This design comes from an exercise in tuning for small area, a short achievable clock period and few clock cycles on the open sky130 flow, not from production work. Only simulation tests tie the RTL to the original design; equivalence was not proved. No activity file was given, so power comes from the tool's default toggle rates.

`flow/design.v`:
```
module cu_booth_mul (
    input  wire [23:0] s,
    input  wire [17:0] m,
    input  wire        neg,
    input  wire [41:0] brow,
    input  wire [41:0] cn,        
    output wire [41:0] ps,
    output wire [41:0] pc
);
    wire [19:0] mx = {m[17], m, 1'b0};
    wire [24:0] s1 = {s[23], s};
    wire [24:0] s2 = {s, 1'b0};
    wire [41:0] row [0:10];
    reg  [41:0] nb;
    genvar i;
    generate
        for (i = 0; i < 9; i = i + 1) begin : g_row
            wire b2 = mx[2*i+2], b1 = mx[2*i+1], b0 = mx[2*i];
            wire one = b1 ^ b0;
            wire two = (b2 & ~b1 & ~b0) | (~b2 & b1 & b0);
            wire ng  = b2 ^ neg;
            wire [24:0] sel = one ? s1 : (two ? s2 : 25'd0);
            wire [24:0] r   = sel ^ {25{ng}};
            wire [24:0] u   = {~r[24], r[23:0]};
            assign row[i] = {17'd0, u} << (2*i);
        end
    endgenerate
    integer k;
    always @(*) begin
        nb = 42'd0;
        for (k = 0; k < 9; k = k + 1)
            nb[2*k] = mx[2*k+2] ^ neg;
    end
    assign row[9]  = nb | cn;
    assign row[10] = brow;
    function [83:0] csa;
        input [41:0] a, b, c;
        begin
            csa = {((a & b) | (a & c) | (b & c)) << 1, a ^ b ^ c};
        end
    endfunction
    wire [83:0] l1a = csa(row[0], row[1], row[2]);
    wire [83:0] l1b = csa(row[3], row[4], row[5]);
    wire [83:0] l1c = csa(row[6], row[7], row[8]);
    wire [83:0] l2a = csa(l1a[41:0], l1a[83:42], l1b[41:0]);
    wire [83:0] l2b = csa(l1b[83:42], l1c[41:0], l1c[83:42]);
    wire [83:0] l3a = csa(l2a[41:0], l2a[83:42], l2b[41:0]);
    wire [83:0] l3b = csa(l2b[83:42], row[9], row[10]);
    wire [83:0] l4a = csa(l3a[41:0], l3a[83:42], l3b[41:0]);
    wire [83:0] l5a = csa(l4a[41:0], l4a[83:42], l3b[83:42]);
    assign ps = l5a[41:0];
    assign pc = l5a[83:42];
endmodule
module cu_divstep (
    input  wire [34:0] r,
    input  wire [34:0] d,
    input  wire        f1,
    input  wire        f2,
    output wire        q1,
    output wire        q2,
    output wire        ge4,       
    output wire [34:0] r2
);
    wire [36:0] y  = {r, f1, f2};
    wire [37:0] s1 = {1'b0, y} - {3'b000, d};
    wire [37:0] s2 = {1'b0, y} - {2'b00, d, 1'b0};
    wire [37:0] s3 = {1'b0, y} - {2'b00, d, 1'b0} - {3'b000, d};
    wire ge1 = ~s1[37], ge2 = ~s2[37], ge3 = ~s3[37];
    assign q1 = ge2;
    wire [37:0] s4 = {1'b0, y} - {1'b0, d, 2'b00};
    assign ge4 = ~s4[37];
    assign q2 = ge2 ? ge3 : ge1;
    assign r2 = ge3 ? s3[34:0] : ge2 ? s2[34:0] : ge1 ? s1[34:0] : y[34:0];
endmodule
module cu_compensate (
    input  wire               clk,
    input  wire               rst,
    input  wire               start,
    input  wire        [15:0] cal_t1,      
    input  wire signed [15:0] cal_t2,
    input  wire signed [15:0] cal_t3,
    input  wire        [15:0] cal_p1,      
    input  wire signed [15:0] cal_p2,
    input  wire signed [15:0] cal_p3,
    input  wire signed [15:0] cal_p4,
    input  wire signed [15:0] cal_p5,
    input  wire signed [15:0] cal_p6,
    input  wire signed [15:0] cal_p7,
    input  wire signed [15:0] cal_p8,
    input  wire signed [15:0] cal_p9,
    input  wire        [19:0] adc_t,
    input  wire        [19:0] adc_p,
    output reg                done,
    output wire               err,         
    output wire        [31:0] temp,        
    output wire        [31:0] press_q8,    
    output wire        [24:0] press_pa     
);
    localparam W = 76;
    localparam [5:0] S_IDLE = 6'd0,  S_TA   = 6'd1,  S_TC   = 6'd2,  S_TB   = 6'd3,
                     S_TD   = 6'd4,  S_TDW  = 6'd5,  S_TF   = 6'd6,  S_TE   = 6'd7,
                     S_XS   = 6'd8,  S_XSW  = 6'd9,  S_ZS   = 6'd10, S_Y6   = 6'd11,
                     S_Y6W  = 6'd12, S_NS   = 6'd13, S_NSW  = 6'd14, S_MS   = 6'd15,
                     S_MSW  = 6'd16, S_DIVF = 6'd17, S_DSI  = 6'd18, S_DIVS = 6'd19,
                     S_DSCK = 6'd20, S_PAF  = 6'd21, S_PAFW = 6'd22, S_PAS0 = 6'd23,
                     S_PAS1 = 6'd24, S_PASW = 6'd25, S_PB   = 6'd26, S_PC   = 6'd27,
                     S_PE   = 6'd28, S_PEW  = 6'd29, S_DEGN = 6'd30, S_DNEG = 6'd31,
                     S_ERRX = 6'd32;
    localparam [3:0] C_T1 = 4'd0, C_T2 = 4'd1, C_T3 = 4'd2, C_P1 = 4'd3, C_P2 = 4'd4,
                     C_P3 = 4'd5, C_P4 = 4'd6, C_P5 = 4'd7, C_P6 = 4'd8, C_P7 = 4'd9,
                     C_P8 = 4'd10, C_P9 = 4'd11, C_AP = 4'd12;
    localparam [3:0] M_ZERO = 4'd0, M_CREG = 4'd1, M_CREG2 = 4'd2, M_ACC = 4'd3,
                     M_FIVE = 4'd4, M_SLO = 4'd5, M_VD = 4'd6, M_DD = 4'd7, M_VH = 4'd8;
    localparam [2:0] A_ZERO = 3'd0, A_ACC = 3'd1, A_DROP = 3'd2, A_TV1 = 3'd3, A_C1 = 3'd4,
                     A_N35 = 3'd5, A_ND = 3'd6;
    localparam [2:0] B_ZERO = 3'd0, B_B3 = 3'd1, B_S20 = 3'd2, B_S17 = 3'd3,
                     B_ONE = 3'd4, B_N14 = 3'd5, B_ND = 3'd6, B_S14 = 3'd7;
    localparam [3:0] K_NONE = 4'd0, K_TD = 4'd2, K_TE = 4'd3, K_XSL = 4'd4,
                     K_ZS0 = 4'd5, K_NS0 = 4'd6, K_NS1 = 4'd7, K_MS0 = 4'd8, K_PE = 4'd9,
                     K_XS0 = 4'd10;
    localparam [3:0] WB_NONE = 4'd0, WB_ACC = 4'd2, WB_SA2S = 4'd3, WB_PV1 = 4'd4,
                     WB_TC = 4'd5, WB_V = 4'd6, WB_XL = 4'd7, WB_ZL = 4'd8, WB_NL = 4'd9,
                     WB_ML = 4'd10, WB_D = 4'd11, WB_DCK = 4'd12, WB_ACK = 4'd13, WB_PCL = 4'd14,
                     WB_VW = 4'd15;
    localparam [41:0] K0 = (42'd1 << 24) + (42'd1 << 26) + (42'd1 << 28) + (42'd1 << 30) +
                           (42'd1 << 32) + (42'd1 << 34) + (42'd1 << 36) + (42'd1 << 38) +
                           (42'd1 << 40);
    localparam [41:0] CN0 = (42'd1 << 41) - K0 - (42'd1 << 35);
    reg  [5:0]   state;
    reg  [1:0]   j;           
    reg  [5:0]   cnt;         
    reg          pass2;       
    reg  [23:0]  S;
    reg  [19:0]  CREG;
    reg  [15:0]  BREG;
    reg  [W-1:0] ACC, V;
    reg  [53:0]  D;
    reg  [23:0]  TC;          
    reg          b3, sgnZ, sgnN, errr, errp;
    reg          D_slow;      
    reg          WV;          
    wire sgnQ = sgnN ^ sgnZ;
    wire [3:0] ev;
    assign ev[0] = (V[W-1:17] == {(W-17){V[W-1]}});
    assign ev[1] = (V[W-1:34] == {(W-34){V[W-1]}});
    assign ev[2] = (V[W-1:51] == {(W-51){V[W-1]}});
    assign ev[3] = (V[W-1:68] == {(W-68){V[W-1]}});
    wire [3:0] ed;
    assign ed[0] = (D[53:17] == {37{D[53]}});
    assign ed[1] = (D[53:34] == {20{D[53]}});
    assign ed[2] = (D[53:51] == {3{D[53]}});
    wire [3:0] ew;
    assign ew[0] = (V[W-1:51] == {(W-51){V[W-1]}});
    assign ew[1] = (V[W-1:68] == {(W-68){V[W-1]}});
    assign ew[2] = 1'b1;
    assign ew[3] = 1'b1;
    assign ed[3] = 1'b1;
    reg  [5:0]  state_n;
    reg  [1:0]  j_n;
    reg         pass2_n;
    reg  [1:0]  c_mneg;       
    reg         c_last;
    reg  [1:0]  c_off;
    reg  [2:0]  c_asel;
    reg  [2:0]  c_bsel;
    reg  [3:0]  c_k;
    reg  [3:0]  c_wb;
    wire        dneg_v;
    wire        dbig;         
    wire        q1, q2;
    reg  [5:0]  state_x;
    always @(*) state_n = (state == S_IDLE && start) ? S_TA : state_x;
    always @(*) begin
        state_x = state; j_n = j; pass2_n = pass2;
        case (state)
            S_IDLE: ;
            S_TA:   state_x = S_TC;
            S_TC:   state_x = S_TB;
            S_TB:   state_x = S_TD;
            S_TD:   state_x = S_TDW;
            S_TDW:  state_x = S_TF;
            S_TF:   state_x = S_Y6;
            S_Y6:   begin state_x = S_XS; j_n = 2'd0; end
            S_XS:   begin j_n = j + 2'd1; if (c_last) begin j_n = 2'd0; state_x = S_NS; end end
            S_NS:   begin j_n = j + 2'd1; if (c_last) begin j_n = 2'd0; state_x = S_ZS; end end
            S_ZS:   begin j_n = j + 2'd1; if (c_last) begin j_n = 2'd0; state_x = S_MS; end end
            S_MS:   begin j_n = j + 2'd1; if (c_last) begin j_n = 2'd0; state_x = S_MSW; end end
            S_MSW:  state_x = (D == 54'd0) ? S_DEGN : S_DIVF;
            S_DIVF: begin
                j_n = (cnt == 6'd15) ? 2'd1 : 2'd0; pass2_n = 1'b0;
                if (cnt == 6'd0 && dneg_v)  state_x = S_DNEG;
                else if (cnt == 6'd0 && dbig) state_x = S_DSI;
                else if (cnt == 6'd16) begin
                    if (c_last) state_x = S_PC;
                    else begin state_x = S_PB; j_n = 2'd2; end
                end
            end
            S_DSI:  state_x = S_DIVS;
            S_DIVS: if (cnt == 6'd37) state_x = S_DSCK;
            S_DSCK: state_x = (V[W-1:53] != {(W-53){1'b0}}) ? S_ERRX : S_PAS0;
            S_PAF:  begin state_x = S_PAFW; j_n = 2'd0; pass2_n = 1'b0; end
            S_PAFW: state_x = S_PB;
            S_PAS0: state_x = S_PAS1;
            S_PAS1: begin state_x = S_PASW; j_n = 2'd0; pass2_n = 1'b0; end
            S_PASW: state_x = S_PB;
            S_PB: begin
                j_n = j + 2'd1;
                if (c_last) begin
                    j_n = 2'd0;
                    if (D_slow && !pass2) pass2_n = 1'b1;
                    else                  state_x = S_PC;
                end
            end
            S_PC:   begin j_n = j + 2'd1; if (c_last) begin j_n = 2'd0; state_x = S_PE; end end
            S_PE:   state_x = S_PEW;
            S_DNEG: state_x = S_PAF;
            default: state_x = S_IDLE;    
        endcase
    end
    reg  [3:0]  n_msel;
    reg         n_vxor;
    reg  [1:0]  n_mneg;
    reg         n_last;
    reg  [1:0]  n_off;
    reg  [2:0]  n_asel;
    reg  [2:0]  n_bsel;
    reg  [3:0]  n_k;
    reg  [3:0]  n_wb;
    wire        evn = ev[j_n];
    wire [5:0]  state_d = (state == S_DIVF) ? ((cnt == 6'd11) ? S_PAF :
                                               (cnt == 6'd14) ? S_PB :
                                               (cnt == 6'd15) ? S_PB :
                                               (cnt == 6'd16) ? state_x : S_DIVF) : state_x;
    wire        wvn = WV | (state == S_DIVF);
    wire        edn = wvn ? ew[j_n] : ed[j_n];
    always @(*) begin
        n_msel = M_ZERO; n_vxor = 1'b0; n_mneg = 2'd0; n_last = 1'b0;
        n_off = 2'd0; n_asel = A_ZERO; n_bsel = B_ZERO; n_k = K_NONE; n_wb = WB_NONE;
        case (state_d)
            S_TC: begin n_msel = M_SLO; n_wb = WB_SA2S; end                     
            S_TB: begin n_msel = M_CREG; n_bsel = B_B3; n_wb = WB_ACC; end        
            S_TD: begin n_msel = M_CREG; n_asel = A_TV1; n_k = K_TD; n_wb = WB_PV1; end
            S_TF: begin n_msel = M_CREG; n_bsel = B_S20; n_wb = WB_D; end         
            S_Y6: begin n_msel = M_CREG; n_bsel = B_S17; n_wb = WB_V; end         
            S_XS: begin
                n_msel = M_DD; n_last = (j_n != 2'd0) && edn; n_off = j_n;
                n_asel = (j_n == 2'd0) ? A_ZERO : A_ACC;
                n_k = (j_n == 2'd0) ? K_XS0 : K_NONE;           
                n_wb = n_last ? WB_XL : WB_ACC;
            end
            S_ZS: begin
                n_msel = M_DD; n_mneg = {1'b0, sgnZ}; n_last = (j_n != 2'd0) && edn; n_off = j_n;
                n_asel = (j_n == 2'd0) ? A_ZERO : A_ACC;
                n_k = (j_n == 2'd0) ? K_ZS0 : K_NONE;
                n_wb = n_last ? WB_ZL : WB_ACC;
            end
            S_MSW: begin n_msel = M_FIVE; n_k = K_TE; n_wb = WB_TC; end          
            S_NS: begin
                n_msel = M_VD; n_mneg = 2'd1; n_last = (j_n != 2'd0) && evn; n_off = j_n;
                n_asel = (j_n == 2'd0) ? A_N35 : A_ACC;
                n_bsel = (j_n == 2'd0) ? B_ONE : (j_n == 2'd1) ? B_N14 : B_ZERO;    
                n_k = (j_n == 2'd0) ? K_NS0 : (j_n == 2'd1) ? K_NS1 : K_NONE;
                n_wb = n_last ? WB_NL : WB_ACC;
            end
            S_MS: begin
                n_msel = M_VD;
                n_mneg = {1'b0, sgnN}; n_last = (j_n != 2'd0) && evn; n_off = j_n;
                n_asel = (j_n != 2'd0) ? A_ACC : sgnQ ? A_ND : A_ZERO;
                n_k = (j_n == 2'd0) ? K_MS0 : K_NONE;
                n_wb = n_last ? WB_ML : WB_ACC;
            end
            S_PAF:  begin n_msel = M_CREG; n_wb = (state == S_DIVF) ? WB_VW : WB_D; end
            S_PAS0: begin n_msel = M_CREG; n_wb = WB_ACC; end
            S_PAS1: begin n_msel = M_CREG; n_off = 2'd1; n_asel = A_ACC; n_wb = WB_DCK; end
            S_PB: begin
                n_msel = wvn ? M_VD : M_DD;                   
                if (pass2_n) begin
                    n_off = j_n; n_asel = A_ACC; n_last = edn;
                end else begin
                    n_off = (j_n == 2'd0) ? 2'd0 : j_n - 2'd1;
                    n_asel = (j_n == 2'd0) ? A_ZERO : (j_n == 2'd1) ? A_DROP : A_ACC;
                    n_last = (j_n != 2'd0) && edn;
                end
                n_wb = (n_last && (pass2_n || !D_slow)) ? WB_ACK : WB_ACC;
            end
            S_PC: begin
                n_msel = M_VD; n_vxor = 1'b1;
                n_off = (j_n == 2'd0) ? 2'd0 : j_n - 2'd1;
                n_asel = (j_n == 2'd0) ? A_C1 : (j_n == 2'd1) ? A_DROP : A_ACC;
                n_bsel = (j_n == 2'd1) ? B_S14 : B_ZERO;
                n_last = (j_n != 2'd0) && (WV ? (j_n == 2'd1) : evn);    
                n_wb = n_last ? WB_PCL : WB_ACC;
            end
            S_PE: begin n_asel = A_ACC; n_k = K_PE; n_wb = WB_ACC; end
            default: ;
        endcase
    end
    always @(posedge clk) begin
        c_mneg <= n_mneg; c_last <= n_last;
        c_off <= n_off; c_asel <= n_asel; c_bsel <= n_bsel; c_k <= n_k;
        if (rst) c_wb <= WB_NONE;
        else     c_wb <= n_wb;
    end
    wire last = c_last;
    wire mneg = c_mneg[0];
    reg  [4:0]  jv;           
    reg         vpc;          
    reg  [8:0]  mv;           
    reg         vxr;          
    always @(posedge clk) begin
        jv  <= 5'd1 << ({1'b0, j_n} + ((state_d == S_PB && wvn) ? 3'd2 : 3'd0));
        vpc <= n_vxor;
        mv  <= 9'd1 << n_msel;
        vxr <= n_vxor & sgnQ;
    end
    wire [16:0] vdig0 = ({17{jv[0]}} & V[16:0])  | ({17{jv[1]}} & V[33:17])
                      | ({17{jv[2]}} & V[50:34]) | ({17{jv[3]}} & V[67:51])
                      | ({17{jv[4]}} & {{9{V[W-1]}}, V[W-1:68]});
    wire        vsgn0 = (jv[0] & V[17]) | (jv[1] & V[34]) | (jv[2] & V[51]) | (jv[3] & V[68])
                      | (jv[4] & V[W-1]);
    wire [16:0] vdig = vdig0 ^ {17{vxr}};
    wire        vsgn = (WV & vpc) ? vxr : (vsgn0 ^ vxr);   
    wire [16:0] ddig = ({17{jv[0]}} & D[16:0])  | ({17{jv[1]}} & D[33:17])
                     | ({17{jv[2]}} & D[50:34]) | ({17{jv[3]}} & {{14{D[53]}}, D[53:51]});
    wire        dsgn = (jv[0] & D[17]) | (jv[1] & D[34]) | (jv[2] & D[51]) | (jv[3] & D[53]);
    wire [17:0] M = ({18{mv[M_CREG]}}  & CREG[17:0])
                  | ({18{mv[M_FIVE]}}  & 18'd5)
                  | ({18{mv[M_SLO]}}   & S[21:4])           
                  | ({18{mv[M_VD]}}    & {last & vsgn, vdig})
                  | ({18{mv[M_DD]}}    & {last & dsgn, ddig});
    wire [35:0] cr_s = {{16{CREG[19]}}, CREG};
    wire [35:0] br_s = {{20{BREG[15]}}, BREG};
    wire [35:0] cr_z = {16'd0, CREG};
    reg  [35:0] bb;
    always @(*) begin
        case (c_bsel)
            B_B3:  bb = b3 ? cr_s << 3 : 36'd0;
            B_S20: bb = br_s << 20;
            B_S17: bb = br_s << 17;
            B_ONE: bb = 36'd1;
            B_N14: bb = ~(cr_z << 14);                       
            B_S14: bb = cr_s << 14;
            default: bb = 36'd0;
        endcase
    end
    wire [41:0] brow = {6'd0, ~bb[35], bb[34:0]};           
    reg  [41:0] cn;
    always @(*) begin
        case (c_k)
            K_TD:    cn = CN0 - (42'd128000 << 14);
            K_NS0:   cn = CN0 + (42'd1 << 17);
            K_NS1:   cn = CN0 + (42'd1 << 34);                   
            K_PE:    cn = CN0 + (42'd1 << 17);
            default: cn = CN0;
        endcase
    end
    wire [41:0] Ps, Pc;
    cu_booth_mul u_mul (.s(S), .m(M), .neg(mneg), .brow(brow), .cn(cn), .ps(Ps), .pc(Pc));
    reg [41:0] PSR, PCR;
    reg [3:0]  off2;          
    reg [6:0]  asel2;         
    reg        ahi2;          
    reg [3:0]  wb2;
    reg [3:0]  k2;
    always @(posedge clk) begin
        PSR   <= Ps;
        PCR   <= Pc;
        off2  <= 4'd1 << c_off;
        asel2 <= 7'd1 << c_asel;
        ahi2  <= (c_asel == A_ACC) | (c_asel == A_TV1);
        k2    <= c_k;
        if (rst) wb2 <= WB_NONE;
        else     wb2 <= c_wb;
    end
    wire [41:0] PSRs = {~PSR[41], PSR[40:0]};                  
    wire [W-1:0] Psp = ({W{off2[0]}} & {{34{~PSR[41]}}, PSRs})
                     | ({W{off2[1]}} & {{17{~PSR[41]}}, PSRs, 17'd0})
                     | ({W{off2[2]}} & {PSRs, 34'd0})
                     | ({W{off2[3]}} & {PSRs[24:0], 51'd0});
    wire [W-1:0] Pcp = ({W{off2[0]}} & {34'd0, PCR})
                     | ({W{off2[1]}} & {17'd0, PCR, 17'd0})
                     | ({W{off2[2]}} & {PCR, 34'd0})
                     | ({W{off2[3]}} & {PCR[24:0], 51'd0});
    reg  [W-1:0] ka;
    always @(*) begin
        case (k2)
            K_TE:  ka = 76'd640128;
            K_XS0: ka = 76'd1 << 55;
            K_ZS0: ka = sgnZ ? (76'd1 << 33) - 76'd1 : 76'd0;
            K_MS0: ka = {75'd0, sgnQ};
            default: ka = 76'd0;
        endcase
    end
    wire [W-1:0] Aterm = ({W{ahi2}}          & {ACC[W-1:14], 14'd0})
                       | ({W{asel2[A_ACC]}}  & {{(W-14){1'b0}}, ACC[13:0]})
                       | ({W{asel2[A_DROP]}} & {{17{ACC[W-1]}}, ACC[W-1:17]})
                       | ({W{asel2[A_C1]}}   & {ACC[W-12:8], 19'd0})
                       | ({W{asel2[A_N35]}}  & ~({{(W-16){BREG[15]}}, BREG} << 35))     
                       | ({W{asel2[A_ND]}}   & ~{{(W-42){1'b0}}, D[41:0]})               
                       | ka;
    wire [W-1:0] T = Psp + Pcp + Aterm;
    wire Asame41 = (ACC[W-1:41] == {(W-41){ACC[W-1]}});
    wire Asame62 = (ACC[W-1:62] == {(W-62){ACC[W-1]}});
    reg  chk41, chk63;        
    reg         dfast;        
    always @(posedge clk) dfast <= (state_n == S_DIVF);
    wire        f1 = dfast ? V[33] : V[W-1];
    wire        f2 = dfast ? V[32] : V[W-2];
    wire [34:0] r2;
    assign dneg_v = V[W-1];
    wire        ge4;
    cu_divstep u_div (.r(ACC[34:0]), .d(D[34:0]), .f1(f1), .f2(f2), .q1(q1), .q2(q2), .ge4(ge4),
                      .r2(r2));
    assign dbig = ge4 | (ACC[37:35] != 3'd0);
    reg [3:0]  csel;
    reg        cload;
    reg [19:0] cin;
    always @(*) begin
        case (csel)
            C_T1: cin = {4'd0, cal_t1};
            C_T2: cin = {{4{cal_t2[15]}}, cal_t2};
            C_T3: cin = {{4{cal_t3[15]}}, cal_t3};
            C_P1: cin = {4'd0, cal_p1};
            C_P2: cin = {{4{cal_p2[15]}}, cal_p2};
            C_P3: cin = {{4{cal_p3[15]}}, cal_p3};
            C_P4: cin = {{4{cal_p4[15]}}, cal_p4};
            C_P5: cin = {{4{cal_p5[15]}}, cal_p5};
            C_P6: cin = {{4{cal_p6[15]}}, cal_p6};
            C_P7: cin = {{4{cal_p7[15]}}, cal_p7};
            C_P8: cin = {{4{cal_p8[15]}}, cal_p8};
            C_P9: cin = {{4{cal_p9[15]}}, cal_p9};
            default: cin = adc_p;
        endcase
    end
    always @(*) begin
        csel = C_T1; cload = 1'b0;
        case (state)
            S_IDLE: begin csel = C_T1; cload = start; end
            S_TA:   begin csel = C_T2; cload = 1'b1; end
            S_TB:   begin csel = C_T3; cload = 1'b1; end
            S_TD:   begin csel = C_P2; cload = 1'b1; end
            S_TDW:  begin csel = C_P3; cload = 1'b1; end
            S_TF:   begin csel = C_P6; cload = 1'b1; end       
            S_XS:   begin csel = C_P4; cload = last; end
            S_NS:   begin csel = (j == 2'd0) ? C_AP : C_P9; cload = (j == 2'd0) | last; end
            S_PAF:  begin csel = C_P8; cload = 1'b1; end
            S_DIVF: begin
                csel = (cnt == 6'd16) ? C_P7 : C_P8;
                cload = (cnt == 6'd12) | (cnt == 6'd16 && last);
            end
            S_PAS1: begin csel = C_P8; cload = 1'b1; end
            S_PB:   begin csel = C_P7; cload = last & (pass2 | ~D_slow); end
            default: ;
        endcase
    end
    wire [W-1:0] Vsx = V ^ {W{sgnQ}};                
    wire [23:0]  ph_lo = {7'd0, Vsx[29:13]};
    wire [23:0]  ph_hi = Vsx[53:30];
    wire [16:0]  a_sub = {1'b0, S[15:0]} - {1'b0, CREG[15:0]};     
    always @(posedge clk) begin
        if (cload) begin
            CREG <= cin;
            BREG <= (state == S_TF) ? cal_p5 : CREG[15:0];
        end
        state <= rst ? S_IDLE : state_n;
        j     <= j_n;
        pass2 <= pass2_n;
        chk41 <= ~rst & (wb2 == WB_DCK);
        chk63 <= ~rst & (wb2 == WB_ACK);
        if (rst) begin
            done  <= 1'b0;
            sgnZ  <= 1'b0;            
            sgnN  <= 1'b0;
        end else begin
            done <= 1'b0;
            if ((chk41 && !Asame41) || (chk63 && !Asame62)) errp <= 1'b1;
            case (state)
                S_IDLE: if (start) begin
                    S  <= {8'd0, adc_t[19:4]};
                    b3 <= adc_t[3];
                    errp <= 1'b0;
                    WV <= 1'b0;
                end
                S_TA: S <= {{3{a_sub[16]}}, a_sub, 4'd0};        
                S_NS: if (last) S <= {8'd0, cal_p1};
                S_ZS: if (last) S <= 24'd3125;
                S_MS: if (last) S <= TC;                         
                S_MSW: cnt <= 6'd0;
                S_DIVF: begin
                    cnt <= cnt + 6'd1;
                    if (cnt == 6'd16 && last)                       
                        S <= {4'd0, ~CREG[15], {3{CREG[15]}}, CREG[15:0]};
                    if (!(cnt == 6'd0 && (dneg_v || dbig))) begin
                        if (cnt != 6'd16) ACC <= {{(W-35){1'b0}}, r2};
                        V[33:0] <= {V[31:0], q1, q2};
                        if (cnt == 6'd0) V[W-1:34] <= {(W-34){1'b0}};
                        if (cnt == 6'd11) begin
                            S <= {3'b000, V[21:1]} ^ {24{sgnQ}};
                            D_slow <= 1'b0;
                            WV <= 1'b1;
                        end
                    end
                end
                S_DSI: begin
                    ACC <= {W{1'b0}};
                    cnt <= 6'd0;
                end
                S_DIVS: begin
                    ACC <= {{(W-35){1'b0}}, r2};
                    V <= {V[W-3:0], q1, q2};
                    cnt <= cnt + 6'd1;
                end
                S_DSCK: begin
                    S <= ph_lo;
                    D_slow <= 1'b1;
                    WV <= 1'b0;
                end
                S_PAS0: S <= ph_hi;
                S_PAS1: S <= ph_lo;
                S_PB: if (last) begin
                    if (D_slow && !pass2) S <= ph_hi;
                    else S <= {4'd0, ~CREG[15], {3{CREG[15]}}, CREG[15:0]};    
                end
                S_PEW: begin
                    errr <= errp | (V[W-1:42] != {(W-42){1'b0}});
                    done <= 1'b1;
                end
                S_DEGN: begin
                    ACC <= {W{1'b0}};
                    V <= {W{1'b0}};
                    errr <= 1'b0;
                    done <= 1'b1;
                end
                S_DNEG: begin
                    V <= {W{1'b1}};                       
                    S <= 24'd0;
                    D_slow <= 1'b0;
                    WV <= 1'b0;
                end
                S_ERRX: begin
                    errr <= 1'b1;
                    done <= 1'b1;
                end
                default: ;
            endcase
            case (wb2)
                WB_ACC:  ACC <= T;
                WB_SA2S: S <= T[39:16];                           
                WB_PV1: begin
                    S <= T[37:14];
                    TC <= T[37:14];
                end
                WB_TC:   TC <= {6'd0, T[25:8]};
                WB_V:    V <= T;
                WB_XL: begin
                    ACC <= T;
                    D <= T[61:8];                                 
                    sgnZ <= T[W-1];
                end
                WB_ZL: begin
                    ACC <= T;
                    D <= {18'd0, T[68:33]};
                end
                WB_NL: begin
                    ACC <= T;
                    V <= T;
                    sgnN <= T[W-1];
                end
                WB_ML: begin
                    V <= T;
                    ACC <= {{34{T[W-1]}}, T[W-1:34]};
                end
                WB_D:    D <= {{12{T[41]}}, T[41:0]};
                WB_VW:   V[W-1:34] <= T[41:0];
                WB_DCK: begin
                    D <= {{12{T[41]}}, T[41:0]};
                    ACC <= T;
                end
                WB_ACK:  ACC <= T;
                WB_PCL: begin
                    ACC <= T;
                    V <= T;
                end
                default: ;
            endcase
        end
    end
    assign err      = errr;
    assign temp     = {{14{TC[17]}}, TC[17:0]};
    assign press_q8 = V[41:10];
    assign press_pa = ACC[42:18];
endmodule
```
`flow/flow/run.sh`:
```
#!/bin/bash
# Layout flow: the standard flow (standard.sh, standard synthesis unchanged) with five
# changes to how the layout is made: the design repair aims 5% below the slew and capacitance limits (not 20%), the port buffers are buf_1 cells instead of delay
# buffers, the timing repair steps aim for 18.5 ns of setup slack at the design's period,
# clock tree synthesis clusters up to 18 flip-flops per leaf buffer and adds no dummy loads,
# and the repair after global routing estimates wires 20% heavier (flow/grt_rc.tcl).
# make's full output goes to flow.log; each ORFS step keeps its own log under orfs/logs.
set -uo pipefail
bash standard.sh BUFFER_PORTS_ARGS="-buffer_cell sky130_fd_sc_hd__buf_1" \
  SETUP_SLACK_MARGIN=18.5 SLEW_MARGIN=5 CAP_MARGIN=5 \
  CTS_ARGS="-sink_clustering_enable -repair_clock_nets -sink_clustering_size 18 -sink_clustering_max_diameter 100 -dont_use_dummy_load" \
  PRE_GLOBAL_ROUTE_TCL="$PWD/flow/grt_rc.tcl" finish > flow.log 2>&1
```
`flow/flow/grt_rc.tcl`:
```
set_layer_rc -layer li1  -capacitance [expr 1.2 * 1.499e-04]   -resistance [expr 1.2 * 7.176e-02]
set_layer_rc -layer met1 -capacitance [expr 1.2 * 1.72375E-04] -resistance [expr 1.2 * 8.929e-04]
set_layer_rc -layer met2 -capacitance [expr 1.2 * 1.36233E-04] -resistance [expr 1.2 * 8.929e-04]
set_layer_rc -layer met3 -capacitance [expr 1.2 * 2.14962E-04] -resistance [expr 1.2 * 1.567e-04]
set_layer_rc -layer met4 -capacitance [expr 1.2 * 1.48128E-04] -resistance [expr 1.2 * 1.567e-04]
set_layer_rc -layer met5 -capacitance [expr 1.2 * 1.54087E-04] -resistance [expr 1.2 * 1.781e-05]
set_wire_rc -signal -layer met1
set_wire_rc -clock -layer met3
```
`flow/standard.sh`:
```
#!/bin/bash
# synth_recipe.tcl (not shown) runs the flow's synth.tcl, then flattens the netlist and writes it again
# the make line also repeats each setting of config.mk as NAME=value (left out here)
make -C /OpenROAD-flow-scripts/flow DESIGN_CONFIG=/design/flow/config.mk WORK_HOME=/design/flow/orfs CLKGATE_MAP_FILE= SYNTH_SCRIPT=/design/flow/synth_recipe.tcl "${@:-finish}"
```
`flow/config.mk`:
```
export PLATFORM = sky130hd
export DESIGN_NAME = cu_compensate
export DESIGN_NICKNAME = cu_compensate
export VERILOG_FILES = /design/flow/design.v
export SDC_FILE = /design/flow/constraint.sdc
export NUM_CORES = 8
export LEC_CHECK = 0
export CAP_MARGIN = 20
export CORE_MARGIN = 2
export CORE_UTILIZATION = 40
export SLEW_MARGIN = 20
```
`flow/constraint.sdc`:
```
create_clock -name core_clock -period 25.0 [get_ports {clk}]
set_input_delay 5.0000 -clock core_clock [delete_from_list [all_inputs] [get_ports {clk}]]
set_output_delay 5.0000 -clock core_clock [all_outputs]
set_load 0.01 [all_outputs]
```
==> results.txt, run 1 <==
#FFs+latches synth=446; Tmin final=6530 ps; Worst-Margin Slew=1340 ps; drt total wl=274 mm; count of warnings emitted by yosys=2; Residual DRC=0; Root Driver=clkbuf_16; cts bufs inserted=35; commonest non-fill, non-tap cell in the layout=nand2_1; power share of the clock group=9.1%; met3 usage=11.2%; max incr delay on CP=510 ps; crit-path max FO=18; WL/cell=34.8 um; Starting Density=40.3%; initial antenna violation count=29; clk buf depth=3; prevailing post-synth register cell=edfxtp_1; synthesis-to-layout area growth=11.6%; Pwr Density=106 mW/mm^2; clk sinks=446; Pint=2650 uW; Tcrit/Tclk final=26.1%; most frequent cells in the layout=555 x nand2_1, 421 x inv_1, 368 x a21oi_1; Non-Filler Instances=7,866; GRT Residual Overflow=0; crit start category=input pin; count of input and output buffers=322; vias in the first global route=49,800; clk slew on worst S/H paths=80 ps; Finish-stage setup viols=0; Seq pwr share=18.0%; Iter 0 DRT Violations=9,628; Core ar.=0.127 mm^2; via count=54,100; share of layout cells above drive strength 1=9.47%; nets=6,994; crit end category=flip-flop; synthesized net count=6,836; final setup TNS=0 ps; overall global routing resource usage=40.0%; routability cong.=1.07; pre-CTS setup slack=17,750 ps; dpl cells=7,663; clock latency on the worst-skew pair=680 ps; DIE WIDTH=362 um; CTS tree=built; num rows=131; DP Wirelength=204 mm; Max-Slew Margin vs Limit=10.4%; DR vias/cell=6.87; outcome=no timing/DRC/antenna violations; met2 Use GR=58.5%; Syn Inst Count=6,013; worst setup margin=18,470 ps; Switching Share=56.5%; global-route wire length before repair=378 mm; DR pass1 iterations=12; largest net degree at the start of global routing=84; Peak VDD IR=0.109 mV; Critical Setup Path Class=in2reg; die footprint=0.131 mm^2; Post-synth EDFFs=301; Total Power=6100 uW; RSZ-0062 raised after global routing=true; Final Hold Viols=0; final core occ=44.9%; critical path arrival=6720 ps; cell-by-cell trace of the critical path=buf_1 -> a21o_1 -> o22ai_1 -> nor3_1 -> nor4_4 -> nand2_2; GRT Max-Usage Layer=met2; DIE HEIGHT=362 um; Switching Power=3440 uW; post-synthesis cell type count=107; cell at the slowest stage of the critical path=nand2_2; Ports=326; HP Class=reg2reg; Max Clk Rate=0.153 GHz; clock skew=102 ps; post-route ant nets=0; Seq/Total Area, Yosys=23.3%; combinational share of power=72.8%; leakage power total=0.0231 uW; htree depth=2; Mapped Area=0.0513 mm^2; fin. max-slew vios=0; Worst Path Required=25,190 ps; met1 usage=51.2%; Mean Syn Cell Area=8.53 um^2; maxcap violations=0; Synth async-reset ratio=0%
-- flip-flops by register name, summed over array words and instances (netlist names), 3 cells and up --
| signal | count |
|---|---|
| ACC | 76 |
| V | 76 |
| D | 54 |
| PSR | 42 |
| PCR | 40 |
| S | 24 |
| TC | 24 |
| CREG | 20 |
| BREG | 16 |
| cnt | 6 |
| state | 6 |
| asel2 | 5 |
| jv | 5 |
| mv | 5 |
| c_k | 4 |
| c_wb | 4 |
| k2 | 4 |
| off2 | 4 |
| wb2 | 4 |
| c_asel | 3 |
| c_bsel | 3 |
-- power groups by stage --
stage / clock [uW] / combinational (uW) / sequential (uW)
6_report: 558 / 4440 / 1100
5_1_grt: 604 / 5050 / 1110
4_1_cts: 549 / 4130 / 1090
3_5_place_dp: 0 / 4070 / 1110
3_3_place_gp: 0 / 4030 / 1100
2_1_floorplan: 0 / 2120 / 1010
-- area by class of cell --
cell class	instances	area (um^2)
Tap cell	1662	2080
Multi-Input combinational cell	4631	36800
Inverter	426	1610
Sequential cell	446	12000
Antenna cell	35	87.6
Timing Repair Buffer	631	3790
Fill cell	12500	70100
Clock buffer	35	876
-- worst max-delay path: cells and delay by family --
kind                   cells  cell delay [ps]
AND/OR/NAND/NOR            3             1090
AO/OA/AOI/OAI              2              380
buffers and inverters      1              230
-- worst paths after layout --
path,start,to,slack [ps],depth (start not counted)
setup / recovery,start,CREG[3],18470,6
hold / removal,c_k[3],k2[3],370,0
setup reg to reg,asel2[2],ACC[32],18780,19
hold reg to reg,c_k[3],k2[3],370,0
-- repair_timing --
action	CTS	global route
cloned	5	3
pin swaps	6	26
gates resized for setup	50	111
setup buffers	57	67
endpoints found under the setup margin	290	264
hold buffers	0	0
hold endpoints to repair	0	0
-- synth_stat cells (35+ instances only) --
library cell  number  area share (%)
nand2_1          558             4.1
a22oi_1          342             5.0
a21o_1           104             1.5
inv_1            424             3.1
and2_1            40            0.49
o21a_1            35            0.51
fa_1             273              11
nor3_1            84            0.82
xor2_1           166             2.8
a221oi_1          71             1.2
clkbuf_1         380             2.8
o21ai_0          366             3.6
nor4_1            37            0.45
a221o_1           65             1.3
edfxtp_1         301              18
a211oi_1          50            0.73
dfxtp_1          145             5.7
a222oi_1         112             2.2
a31oi_1           42            0.51
a21oi_1          375             3.7
ha_1             315             7.7
xnor2_1          318             5.4
o211ai_1          70             1.0
nor2b_1           44            0.54
nand3_1          141             1.4
mux2i_1           61             1.2
o221ai_1          73             1.2
nor2_1           299             2.2
buf_4             90             1.3
nand2b_1          48            0.59
a22o_1            69             1.2
nand4_1           65            0.79
o22ai_1           46            0.56
-- metrics by stage --
stage / instance area [um^2] / hold slack (ps)
floorplan: 51400 / 336
global placement: 54200 / 355
detailed placement: 54200 / 355
CTS: 55800 / 369
global route: 57200 / 387
finish: 57200 / 370
-- routing by layer --
metal	vias up	share of wire, %
met5	-	0.080
met4	18	8.4
met3	1004	13
met2	4396	42
met1	26100	37
li1	22500	-
-- kinds of logic (layout without fill, tap and decap cells) --
| group | Yosys count | in the layout | share of synthesized area [%] |
|---|---|---|---|
| fa+ha+maj | 588 | 588 | 18.3 |
| simple gates | 1447 | 1451 | 13.3 |
| xor+xnor | 484 | 486 | 8.26 |
| flops | 446 | 446 | 23.3 |
| compound gates | 2035 | 2037 | 27.9 |
| buf+inv | 944 | 1092 | 7.63 |
| other cells | 0 | 35 | 0 |
| mux | 69 | 69 | 1.38 |
Testbench counts, summed over its fixed seeds: cycles 15,744.
==> run 2, diff against run 1 <==
--- a/flow/flow/run.sh
+++ b/flow/flow/run.sh
@@ -2,3 +2,3 @@
 # Layout flow: the standard flow (standard.sh, standard synthesis unchanged) with five
-# changes to how the layout is made: the design repair aims 5% below the slew and capacitance limits (not 20%), the port buffers are buf_1 cells instead of delay
+# changes to how the layout is made: global placement is not timing-driven, the port buffers are buf_1 cells instead of delay
 # buffers, the timing repair steps aim for 18.5 ns of setup slack at the design's period,
@@ -9,3 +9,3 @@
 bash standard.sh BUFFER_PORTS_ARGS="-buffer_cell sky130_fd_sc_hd__buf_1" \
-  SETUP_SLACK_MARGIN=18.5 SLEW_MARGIN=5 CAP_MARGIN=5 \
+  SETUP_SLACK_MARGIN=18.5 GPL_TIMING_DRIVEN=0 \
   CTS_ARGS="-sink_clustering_enable -repair_clock_nets -sink_clustering_size 18 -sink_clustering_max_diameter 100 -dont_use_dummy_load" \
==> run 2 against run 1 <==
Setup slack worse by 27 ps. Synthesized cell count did not move. Global-route usage rose by 5.0 points. Core utilization rose by 2.7 points. Clock skew increased by 0.59 ps. Register-to-register slack lost 70 ps. Highest routed layer unchanged. Combinational power increased by 11%. Sequential cell count unchanged. Die area did not move. Final area grew 5.9%. Still clean. Worst hold slack improved by 12 ps. Non-clock buffer count increased by 433.
==> results.txt, run 2 <==
Critical Setup Path Class=reg2out; Tmin final=6560 ps; Ports=326; cell-by-cell trace of the critical path=buf_12 -> buf_4 -> buf_1; Synth async-reset ratio=0%; Total Power=6590 uW; Switching Power=3690 uW; fin. max-slew vios=0; DIE WIDTH=362 um; design area=0.0606 mm^2; routability cong.=1.10; HP Class=reg2reg; Worst Path Required=20,000 ps; clock skew=103 ps; die footprint=0.131 mm^2; area of the multi-input gates=0.0373 mm^2; maxcap violations=0; crit start category=flip-flop; GRT Residual Overflow=0; DR pass1 iterations=15; Starting Density=40.3%; Peak VDD IR=0.141 mV; post-route ant nets=0; via count=56,900; power share of the clock group=8.7%; DP Wirelength=243 mm; final setup TNS=0 ps; cell at the slowest stage of the critical path=edfxtp_1; Max-Slew Margin vs Limit=22.0%; WL/cell=37.0 um; DIE HEIGHT=362 um; largest cells by area after synthesis=edfxtp_1 18%, fa_1 11%, ha_1 7.7%; Switching Share=56.0%; end of the worst hold path=k2[1]; crit-path max FO=17; Residual DRC=0; synthesized net count=6,836; leakage power total=0.0247 uW; combinational share of power=74.7%; Filler cells=12,600; Iter 0 DRT Violations=9,569; dpl cell area=0.0564 mm^2; Worst-Margin Slew=1160 ps; Finish-stage setup viols=0; clk buf depth=3; global-route wire length before repair=414 mm; share of layout cells above drive strength 1=12.1%; count of input and output buffers=321; cells on worst reg2reg path=20; Pint=2900 uW; prevailing post-synth register cell=edfxtp_1; Max Clk Rate=0.152 GHz; Seq/Total Area, Yosys=23.3%; Commonest cells post-synth=558 x nand2_1, 424 x inv_1, 380 x clkbuf_1; Post-synth EDFFs=301; Root Driver=clkbuf_16; Final Hold Viols=0; num rows=131; clk sinks=446; post-synthesis cell type count=107; Core ar.=0.127 mm^2; Mapped Area=0.0513 mm^2; Yosys top cell area share=17.6%; most frequent cells in the layout=551 x nand2_1, 420 x inv_1, 368 x a21oi_1; count of hold-fix buffers inserted at cts=0; main combinational cell family by area after synthesis=compound AO/OA/AOI/OAI gates; Synth area leader=edfxtp_1; max incr delay on CP=420 ps; post-synthesis simple-gate area fraction=13.3%; nets=7,422; overall global routing resource usage=45.0%; Min Hold Slack=381 ps; register area=0.0119 mm^2; Post-Synth XOR/XNOR Area=8.26%; htree depth=2; adder-cell share of the synthesized area=18.3%; clock latency on the worst-skew pair=700 ps; cts bufs inserted=37; vias in the first global route=52,600; outcome=no timing/DRC/antenna violations; RSZ-0062 raised after global routing=true; critical path arrival=1560 ps; Tcrit/Tclk final=26.2%; synthesis-to-layout area growth=18.2%; commonest non-fill, non-tap cell in the layout=nand2_1; largest registers=ACC: 76 flops, V: 76 flops, D: 54 flops; RR Startpoint=jv[1]; #FFs+latches synth=446; count of warnings emitted by yosys=2; Seq pwr share=16.6%; Worst R2R End=PSR[21]; CP top delay family=buffers and inverters; crit end category=output port; initial antenna violation count=35; largest net degree at the start of global routing=31; Syn Inst Count=6,013; DR vias/cell=6.86; compound-gate portion of the synthesized area=27.9%; CTS tree=built; mux contribution to synthesized area=1.38%; Pwr Density=109 mW/mm^2; final core occ=47.6%; count leader, synth=nand2_1; clk slew on worst S/H paths=90 ps; r2r setup slk=18,710 ps; CP Buf/Inv Count=3; Mean Syn Cell Area=8.53 um^2; Hold Crit Depth=0; drt total wl=307 mm; worst hold start=c_k[1]
run 2: cell counts after synthesis:
No cell type changed its count.
run 2: stage by stage:
step           worst slack, ps  instances
4_1_cts                  18440       8195
6_report                 18440       8295
2_1_floorplan            17960       6013
3_5_place_dp             17030       8068
5_1_grt                  18340       8268
3_3_place_gp             16250       7996
run 2: worst max-delay path by stage:
| stage | from | slack, ps | cells past startpoint | to |
|---|---|---|---|---|
| floorplan | rst | 17960 | 3 | ACC[0] |
| global placement | start | 16250 | 5 | S[19] |
| detailed placement | start | 17030 | 6 | CREG[19] |
| CTS | TC[17] | 18440 | 3 | temp[18] |
| global route | TC[17] | 18340 | 3 | temp[24] |
| finish | TC[17] | 18440 | 3 | temp[18] |
run 2: worst reg2reg max path, cell delays in order, from the launching register on:
cell and delay [ps]:
dfxtp_1 300, clkbuf_1 250, buf_2 310, a22oi_1 300
nand3_1 210, a222oi_1 370, a21boi_4 390, buf_4 190
xor2_2 130, buf_4 170, clkbuf_2 290, a22oi_1 170
xnor2_1 200, fa_1 520, inv_1 50, fa_1 500
inv_1 50, fa_1 520, inv_1 80, fa_1 520
fa_1 570
run 2: final cells by class:
cell class                 count  share of cell area, %
multi-input combinational   4624                   61.5
sequential                   446                   19.7
timing repair buffer         546                   6.60
buffer                       518                   4.46
tap                         1662                   3.43
inverter                     426                   2.65
clock buffer                  37                   1.53
antenna                       36                  0.149
run 2: cell families (layout without fill, tap and decap cells):
family	count (synthesis)	in the layout
adder cells (fa/ha/maj)	588	588
other	0	36
XOR/XNOR	484	484
multiplexers	69	69
flip-flops	446	446
AO/OA/AOI/OAI	2035	2035
buffers and inverters	944	1527
AND/OR/NAND/NOR	1447	1448
run 2: routing by layer:
metal,vias up,part of all wire (%),track usage (%)
li1,23400,-,-
met1,27400,36,55.1
met4,24,9.1,32.1
met3,1236,14,16.7
met2,4839,40,64.7
met5,-,0.083,0.481
run 2: power groups by stage:
stage / sequential [uW] / combinational, uW / clock, uW
3_3_place_gp: 1100 / 4030 / 0
3_5_place_dp: 1100 / 4490 / 0
4_1_cts: 1080 / 4560 / 563
2_1_floorplan: 1010 / 2120 / 0
6_report: 1100 / 4920 / 574
5_1_grt: 1110 / 5480 / 622
run 2: what timing repair did:
| action | in CTS | in global routing |
|---|---|---|
| resized for setup | 147 | 450 |
| setup endpoints to repair | 335 | 330 |
| pin swaps | 7 | 33 |
| setup buffers | 89 | 60 |
| cloned | 1 | 0 |
==> run 3, diff against run 2 <==
--- a/flow/flow/run.sh
+++ b/flow/flow/run.sh
@@ -1,4 +1,4 @@
 #!/bin/bash
-# Layout flow: the standard flow (standard.sh, standard synthesis unchanged) with five
-# changes to how the layout is made: global placement is not timing-driven, the port buffers are buf_1 cells instead of delay
+# Layout flow: the standard flow (standard.sh, standard synthesis unchanged) with four
+# changes to how the layout is made: the port buffers are buf_1 cells instead of delay
 # buffers, the timing repair steps aim for 18.5 ns of setup slack at the design's period,
@@ -9,3 +9,3 @@
 bash standard.sh BUFFER_PORTS_ARGS="-buffer_cell sky130_fd_sc_hd__buf_1" \
-  SETUP_SLACK_MARGIN=18.5 GPL_TIMING_DRIVEN=0 \
+  SETUP_SLACK_MARGIN=18.5 \
   CTS_ARGS="-sink_clustering_enable -repair_clock_nets -sink_clustering_size 18 -sink_clustering_max_diameter 100 -dont_use_dummy_load" \
==> run 3 against run 2 <==
Still clean on timing, DRC and antenna. Total power fell by 7.1%. Final cell count decreased by 5.0%. Die area stayed put. Final area is 5.2% lower. Critical path depth is 1 lower. Register-to-register slack better by 40 ps. Fmax is 1.9% higher. Global-route usage fell by 4.9 points. Sequential cell count unchanged. Clock skew increased by 28 ps.
==> results.txt, run 3 <==
outcome=no timing/DRC/antenna violations; Tcrit/Tclk final=25.8%; cell at the slowest stage of the critical path=edfxtp_1; prevailing post-synth register cell=edfxtp_1; RSZ-0062 raised after global routing=true; final setup TNS=0 ps; largest cells by area after synthesis=edfxtp_1 18%, fa_1 11%, ha_1 7.7%; fin. max-slew vios=0; Finish-stage setup viols=0; Syn Inst Count=6,013; global-route wire length before repair=378 mm; drt total wl=274 mm; Synth area leader=edfxtp_1; post-route ant nets=0; CTS tree=built; vias in the first global route=49,900; count of input and output buffers=322; largest registers=ACC: 76 flops, V: 76 flops, D: 54 flops; critical path arrival=1440 ps; Tmin final=6440 ps; DR vias/cell=6.90; Residual DRC=0; Critical Setup Path Class=reg2out; via count=54,300; Mean Syn Cell Area=8.53 um^2; clock skew=131 ps; dpl cells=7,664; Non-Filler Instances=7,878; GRT Residual Overflow=0; leakage power total=0.0232 uW; Seq/Total Area, Yosys=23.3%; DIE WIDTH=362 um; share of layout cells above drive strength 1=10.1%; cts bufs inserted=35; DP Wirelength=204 mm; Mapped Area=0.0513 mm^2; WL/cell=34.8 um; Post-synth EDFFs=301; synthesized net count=6,836; crit end category=output port; Worst-Margin Slew=1380 ps; nets=7,017; crit start category=flip-flop; DR pass1 iterations=11; #FFs+latches synth=446; Peak VDD IR=0.104 mV; Total Power=6130 uW; routability cong.=1.07; Synth async-reset ratio=0%; crit-path max FO=8; DIE HEIGHT=362 um; Max-Slew Margin vs Limit=8.19%; Ports=326; clk sinks=446; Min Hold Slack=370 ps; die footprint=0.131 mm^2; commonest non-fill, non-tap cell in the layout=nand2_1; clk buf depth=3; clock latency on the worst-skew pair=680 ps; largest net degree at the start of global routing=84; Pwr Density=107 mW/mm^2; Starting Density=40.3%; count leader, synth=nand2_1; Iter 0 DRT Violations=9,505; Final Hold Viols=0; overall global routing resource usage=40.1%; Worst Path Required=20,000 ps; HP Class=reg2reg; initial antenna violation count=35; synthesis-to-layout area growth=12.0%; most frequent cells in the layout=554 x nand2_1, 420 x inv_1, 365 x a21oi_1; count of warnings emitted by yosys=2; cell-by-cell trace of the critical path=buf_4 -> buf_1; htree depth=2; post-synthesis cell type count=107; Yosys top cell area share=17.6%; Root Driver=clkbuf_16; Max Clk Rate=0.155 GHz; clk slew on worst S/H paths=80 ps; Commonest cells post-synth=558 x nand2_1, 424 x inv_1, 380 x clkbuf_1; num rows=131; max incr delay on CP=330 ps; maxcap violations=0; Core ar.=0.127 mm^2
==> run 3: cell counts after synthesis <==
Identical to the previous run, type by type.
==> run 3: worst max-delay path, delay by kind of cell, from the launching register on <==
| family | cells | cell delay (ps) |
|---|---|---|
| DFF | 1 | 330 |
| buffers and inverters | 2 | 480 |
==> run 3: cell type report <==
type                    count  area (um^2)
multi-input cells        4631        36900
clock buffers              35          876
diodes                     24         60.1
inverters                 426         1610
flip-flops and latches    446        12000
fillers                 12500        69900
well taps                1662         2080
repair buffers            654         3970
==> run 3: final timing paths <==
path	startpoint	to	slack, ps	cells after the start
min	c_k[3]	k2[3]	370	0
min reg2reg	c_k[3]	k2[3]	370	0
max reg2reg	V[75]	ACC[32]	18750	27
max	ACC[21]	press_pa[3]	18560	2
==> run 3: cell families after synthesis <==
logic type | synth area share, %
flops | 23.3
simple gates | 13.3
compound gates | 27.9
mux | 1.38
xor+xnor | 8.26
buf+inv | 7.63
fa+ha+maj | 18.3
==> run 3: where the power goes <==
| group | internal (uW) | total (uW) | switching (uW) | leakage, uW |
|---|---|---|---|---|
| Sequential | 952 | 1100 | 144 | 0.00399 |
| Clock | 249 | 556 | 307 | 0.000431 |
| Combinational | 1470 | 4470 | 3010 | 0.0188 |
==> run 3: what timing repair did <==
| action | 4_1_cts | 5_1_grt |
|---|---|---|
| cloned | 6 | 2 |
| hold endpoints to repair | 0 | 0 |
| resized for setup | 43 | 125 |
| buffers inserted | 50 | 92 |
| endpoints found under the setup margin | 245 | 301 |
| hold buffers | 0 | 0 |
| pin swaps | 8 | 45 |
==> run 3: layer usage <==
layer	routed length [um]	GRT usage (%)	vias up
met2	114000	58.2	4391
met4	23500	27.6	16
met5	103	0	-
li1	-	-	22500
met3	35900	10.8	1012
met1	101000	51.7	26400
==> run 3: through the flow <==
stage	util, %	cell area, um^2	setup slack, ps
3_3_place_gp	42.6	54200	17770
6_report	45.1	57500	18560
2_1_floorplan	-	51400	17960
3_5_place_dp	42.6	54200	17750
4_1_cts	43.8	55800	18450
5_1_grt	45.1	57400	18450
==> run 4, diff against run 3 <==
--- a/flow/design.v
+++ b/flow/design.v
@@ -63,12 +63,12 @@
 );
-    wire [36:0] y  = {r, f1, f2};
-    wire [37:0] s1 = {1'b0, y} - {3'b000, d};
-    wire [37:0] s2 = {1'b0, y} - {2'b00, d, 1'b0};
-    wire [37:0] s3 = {1'b0, y} - {2'b00, d, 1'b0} - {3'b000, d};
-    wire ge1 = ~s1[37], ge2 = ~s2[37], ge3 = ~s3[37];
-    assign q1 = ge2;
-    wire [37:0] s4 = {1'b0, y} - {1'b0, d, 2'b00};
-    assign ge4 = ~s4[37];
-    assign q2 = ge2 ? ge3 : ge1;
-    assign r2 = ge3 ? s3[34:0] : ge2 ? s2[34:0] : ge1 ? s1[34:0] : y[34:0];
+    wire [35:0] ya = {r, f1};
+    wire [36:0] ta = {1'b0, ya} - {2'b00, d};
+    assign q1 = ~ta[36];
+    wire [34:0] ra = q1 ? ta[34:0] : ya[34:0];
+    wire [35:0] yb = {ra, f2};
+    wire [36:0] tb = {1'b0, yb} - {2'b00, d};
+    assign q2 = ~tb[36];
+    assign r2 = q2 ? tb[34:0] : yb[34:0];
+    wire [35:0] t4 = {1'b0, r} - {1'b0, d};
+    assign ge4 = ~t4[35];
 endmodule
==> run 4 against run 3 <==
Sequential share of layout area up 0.87 points. Sequential cell count unchanged. Final area fell by 4.0%. Clock power rose by 0.7%. Total power is 1.7% higher. Sequential power is essentially flat. Die area fell by 4.1%. Largest cell class unchanged. Fmax fell by 0.66%. Core utilization is 0.15 points higher.
==> results.txt, run 4 <==
clock skew=117 ps; Core ar.=0.122 mm^2; power share of the clock group=9.0%; initial antenna violation count=25; Max-Slew Margin vs Limit=23.5%; largest net degree at the start of global routing=84; via count=51,200; Mapped Area=0.0492 mm^2; share of layout cells above drive strength 1=10.1%; maxcap violations=0; GRT Residual Overflow=0; overall global routing resource usage=39.3%; Ports=326; htree depth=2; Iter 0 DRT Violations=8,815; Worst Path Required=20,000 ps; most frequent cells in the layout=526 x nand2_1, 408 x inv_1, 364 x a21oi_1; drt total wl=258 mm; crit start category=flip-flop; cts bufs inserted=36; DR pass1 iterations=14; Synth async-reset ratio=0%; CTS tree=built; count of warnings emitted by yosys=2; Final Hold Viols=0; Residual DRC=0; max incr delay on CP=610 ps; crit-path max FO=4; DP Wirelength=193 mm; DR vias/cell=6.83; Hold Crit Depth=0; pre-CTS setup slack=16,740 ps; HP Class=reg2reg; combinational share of power=73.4%; Max Clk Rate=0.154 GHz; Yosys top cell area share=18.4%; WL/cell=34.4 um; synthesis-to-layout area growth=12.2%; #FFs+latches synth=446; prevailing post-synth register cell=edfxtp_1; clock latency on the worst-skew pair=670 ps; commonest non-fill, non-tap cell in the layout=nand2_1; Stages on worst setup path=1; Mean Syn Cell Area=8.61 um^2; outcome=no timing/DRC/antenna violations; clk sinks=446; post-route ant nets=0; cell at the slowest stage of the critical path=edfxtp_1; Commonest cells post-synth=533 x nand2_1, 410 x inv_1, 377 x a21oi_1; DIE HEIGHT=355 um; Critical Setup Path Class=reg2out; leakage power total=0.0220 uW; Pwr Density=113 mW/mm^2; fin. max-slew vios=0; Seq pwr share=17.6%; Starting Density=40.4%; DIE WIDTH=355 um; Synth area leader=edfxtp_1; final setup TNS=0 ps; CP Buf/Inv Count=1; Seq/Total Area, Yosys=24.3%; largest registers=ACC: 76 flops, V: 76 flops, D: 54 flops; Finish-stage setup viols=0; clk slew on worst S/H paths=90 ps; die footprint=0.126 mm^2; Switching Power=3540 uW; dpl cells=7,317; crit end category=output port; RSZ-0062 raised after global routing=true; nets=6,642; post-synthesis cell type count=88; Switching Share=56.8%; Peak VDD IR=0.110 mV; cell-by-cell trace of the critical path=buf_1; num rows=128; Root Driver=clkbuf_16; Non-Filler Instances=7,497; Syn Inst Count=5,710; Pint=2690 uW; Tmin final=6480 ps; count of hold-fix buffers inserted at cts=0; Worst-Margin Slew=1140 ps; Tcrit/Tclk final=25.9%; count leader, synth=nand2_1; critical path arrival=1480 ps; count of input and output buffers=322; routability cong.=1.07; worst setup margin=18,520 ps; global-route wire length before repair=357 mm; clk buf depth=3; vias in the first global route=47,500; synthesized net count=6,498; Post-synth EDFFs=301; CP top delay family=flip-flops; cells on worst reg2reg path=18; largest cells by area after synthesis=edfxtp_1 18%, fa_1 11%, ha_1 7.1%
[run 4: path summary, 6_finish.rpt]
check               start  slack (ps)      endpoint
hold reg to reg    c_k[3]         410         k2[3]
setup reg to reg    jv[0]       18760       PSR[17]
setup / recovery  ACC[36]       18520  press_pa[18]
hold / removal     c_k[3]         410         k2[3]
[run 4: routing by layer]
metal / GRT usage, % / share of wire (%) / up-vias
met3: 11.0 / 13 / 918
met5: 0 / 0.033 / -
li1: - / - / 21200
met1: 50.1 / 36 / 24900
met2: 58.4 / 42 / 4170
met4: 25.3 / 8.1 / 10
[run 4: cell type report]
type	instances	area (um^2)
multi-input combinational	4346	35000
antenna	20	50.0
sequential	446	12000
tap	1625	2030
timing repair buffer	608	3680
fill	12100	66700
inverter	416	1570
clock buffer	36	901
[run 4: power by group through the flow]
stage / Combinational, uW / Sequential (uW) / Clock (uW)
global placement: 4170 / 1110 / 0
global route: 5160 / 1120 / 605
detailed placement: 4230 / 1110 / 0
CTS: 4250 / 1090 / 551
finish: 4570 / 1100 / 560
floorplan: 2180 / 1020 / 0
[run 4: cells by family (layout without fill, tap and decap cells)]
group	count (synthesis)	after routing	share of synthesized area, %
compound gates	1880	1881	26.6
simple gates	1349	1350	12.9
buf+inv	923	1060	7.82
fa+ha+maj	553	553	18.2
xor+xnor	487	490	8.67
flops	446	446	24.3
mux	72	72	1.55
other cells	0	20	0
[run 4: timing repair]
item | in CTS | in global routing
pin swaps | 8 | 37
gates cloned | 6 | 5
setup buffers | 27 | 84
setup endpoints to repair | 208 | 238
resized for setup | 56 | 124
[run 4: through the flow]
stage               power (uW)  util [%]  cell area, um^2  hold slack, ps
finish                    6230      45.3            55200             412
global route              6890      45.2            55100             421
CTS                       5890      43.9            53500             411
detailed placement        5340      42.7            52000             399
global placement          5280      42.7            52000             409
floorplan                 3200         -            49200             336
Testbench counts of run 4, summed over its fixed seeds: cycles 15,744.
==> run 5, diff against run 4 <==
--- a/flow/flow/run.sh
+++ b/flow/flow/run.sh
@@ -1,4 +1,4 @@
 #!/bin/bash
-# Layout flow: the standard flow (standard.sh, standard synthesis unchanged) with four
-# changes to how the layout is made: the port buffers are buf_1 cells instead of delay
+# Layout flow: the standard flow (standard.sh, standard synthesis unchanged) with five
+# changes to how the layout is made: the core is sized for 50% utilization, the port buffers are buf_1 cells instead of delay
 # buffers, the timing repair steps aim for 18.5 ns of setup slack at the design's period,
@@ -9,3 +9,3 @@
 bash standard.sh BUFFER_PORTS_ARGS="-buffer_cell sky130_fd_sc_hd__buf_1" \
-  SETUP_SLACK_MARGIN=18.5 \
+  SETUP_SLACK_MARGIN=18.5 CORE_UTILIZATION=50 \
   CTS_ARGS="-sink_clustering_enable -repair_clock_nets -sink_clustering_size 18 -sink_clustering_max_diameter 100 -dont_use_dummy_load" \
==> run 5 against run 4 <==
Still clean on timing, DRC and antenna. Clock skew increased by 2.1 ps. Die area down 20%. Fmax fell by 0.51%. Sequential cell count did not move. Final cell count down 4.0%. First-iteration DRC count is 11% higher. Synthesized cell count is the same. Total power is 4.8% higher. Combinational power grew 7.0%. Critical endpoint is now press_q8[23].
==> results.txt, run 5 <==
cts bufs inserted=35; prevailing post-synth register cell=edfxtp_1; die footprint=0.101 mm^2; dpl cell area=0.0518 mm^2; GRT Residual Overflow=0; Hold Crit Depth=0; overall global routing resource usage=49.1%; max incr delay on CP=420 ps; count of input and output buffers=322; DR pass1 iterations=11; Stages on worst setup path=3; Tmin final=6520 ps; Starting Density=50.2%; Synth area leader=edfxtp_1; Ports=326; post-synthesis cell type count=88; crit start category=flip-flop; clk buf depth=3; cells on worst reg2reg path=28; Filler cells=9,029; design area=0.0548 mm^2; Mean Syn Cell Area=8.61 um^2; share of layout cells above drive strength 1=10.6%; Syn Inst Count=5,710; HP Class=reg2reg; CP top delay family=buffers and inverters; WL/cell=35.8 um; maxcap violations=0; post-route ant nets=0; fin. max-slew vios=0; DIE WIDTH=318 um; synthesized net count=6,498; drt total wl=258 mm; Peak VDD IR=0.228 mV; Worst-Margin Slew=1240 ps; most used cell, CP=buf_4; final setup TNS=0 ps; Worst Path Required=20,000 ps; largest net degree at the start of global routing=84; via count=51,900; RSZ-0062 raised after global routing=true; #FFs+latches synth=446; synthesis-to-layout area growth=11.5%; count of hold-fix buffers inserted at cts=0; DIE HEIGHT=318 um; vias in the first global route=47,400; Max-Slew Margin vs Limit=17.0%; crit end category=output port; Yosys top cell area share=18.4%; cell-by-cell trace of the critical path=buf_4 -> buf_4 -> buf_1; largest registers=ACC: 76 flops, V: 76 flops, D: 54 flops; cell at the slowest stage of the critical path=edfxtp_1; clock skew=119 ps; dpl cells=7,003; Final Hold Viols=0; routability cong.=1.08; largest cells by area after synthesis=edfxtp_1 18%, fa_1 11%, ha_1 7.1%; Seq/Total Area, Yosys=24.3%; Pwr Density=119 mW/mm^2; leakage power total=0.0221 uW; critical path arrival=1520 ps; initial antenna violation count=38; Core ar.=0.0980 mm^2; global-route wire length before repair=357 mm; clk sinks=446; Commonest cells post-synth=533 x nand2_1, 410 x inv_1, 377 x a21oi_1; Tcrit/Tclk final=26.1%; CTS tree=built; crit-path max FO=4; Root Driver=clkbuf_16; commonest non-fill, non-tap cell in the layout=nand2_1; nets=6,667; CP Buf/Inv Count=3; htree depth=2; most frequent cells in the layout=527 x nand2_1, 402 x inv_1, 359 x a21oi_1; Synth async-reset ratio=0%; count of warnings emitted by yosys=2; Post-synth EDFFs=301; Critical Setup Path Class=reg2out; clock latency on the worst-skew pair=630 ps; DR vias/cell=7.21; outcome=no timing/DRC/antenna violations; DP Wirelength=192 mm; Non-Filler Instances=7,199; clk slew on worst S/H paths=90 ps; Finish-stage setup viols=0; Mapped Area=0.0492 mm^2; Max Clk Rate=0.153 GHz; Residual DRC=0; num rows=115; Iter 0 DRT Violations=9,809; count leader, synth=nand2_1
run 5: through the flow:
stage	hold slack [ps]	power [uW]	worst slack, ps	util [%]
4_1_cts	349	6140	18500	54.3
5_1_grt	378	7210	18430	55.9
3_3_place_gp	372	5550	16970	52.8
2_1_floorplan	336	3200	18050	-
6_report	348	6530	18480	56.0
3_5_place_dp	363	5610	17040	52.8
run 5: layout make-up:
cell class	instances	area (um^2)	share of cell area, %
sequential	446	12000	21.8
tap	1287	1610	2.94
inverter	416	1590	2.90
timing repair buffer	638	3880	7.07
antenna	35	87.6	0.160
multi-input combinational	4342	34800	63.5
clock buffer	35	876	1.60
run 5: final timing paths:
kind         startpoint      endpoint  slack [ps]
min              c_k[3]         k2[3]         350
max               V[33]  press_q8[23]       18480
max reg2reg       V[33]       ACC[20]       18820
min reg2reg      c_k[3]         k2[3]         350
run 5: cell families after synthesis:
family          after synthesis  share of synthesized area (%)
simple gates               1349                           12.9
mux                          72                           1.55
xor+xnor                    487                           8.67
flops                       446                           24.3
buf+inv                     923                           7.82
compound gates             1880                           26.6
fa+ha+maj                   553                           18.2
run 5: repair_timing:
item | 4_1_cts | 5_1_grt
setup endpoints to repair | 134 | 252
endpoints found under the hold margin | 0 | 0
buffers inserted | 33 | 82
pin swaps | 5 | 34
cloned | 2 | 4
gates resized for setup | 34 | 150
run 5: per-layer routing:
layer	track usage (%)	wire, um
met1	61.3	91100
met2	70.3	106000
met3	15.8	36200
met4	37.7	24200
met5	0	178
run 5: report_power, final:
group,switching (uW),internal (uW),leakage [uW]
sequential,141,959,0.00408
clock,293,248,0.000432
combinational,3320,1560,0.0176
total,3760,2770,0.0221

[afterwards: timing with drivers on the ports]
No port has a modelled driver above. Below, the same layouts with a new extraction and two added sets of constraints.
Step 1 (the two cells are an assumption about what drives the block):
set clk [get_ports {clk}]
set_driving_cell -lib_cell sky130_fd_sc_hd__clkbuf_16 $clk
set_driving_cell -lib_cell sky130_fd_sc_hd__buf_2 [delete_from_list [all_inputs] $clk]
Step 2 also shifts input and output timing later by t, the mid clock arrival at the registers, as if the neighbouring blocks saw the same clock.
Three values: no drivers, after step 1, after step 2; two values: the first two.
run	t (ns)	setup WS [ns]	pins driven straight from the clock port
run 1	0.707	18.465 / 18.419 / 17.712	1
run 2	0.731	18.438 / 18.352 / 17.938	1
run 3	0.695	18.558 / 18.475 / 17.892	1
run 4	0.694	18.515 / 18.437 / 18.026	1
run 5	0.655	18.482 / 18.398 / 18.060	1
After both steps every run listed still meets setup and hold. The setup slack of run 1, which loses most, moves by -0.046 ns with the drivers and by -0.753 ns with both steps.
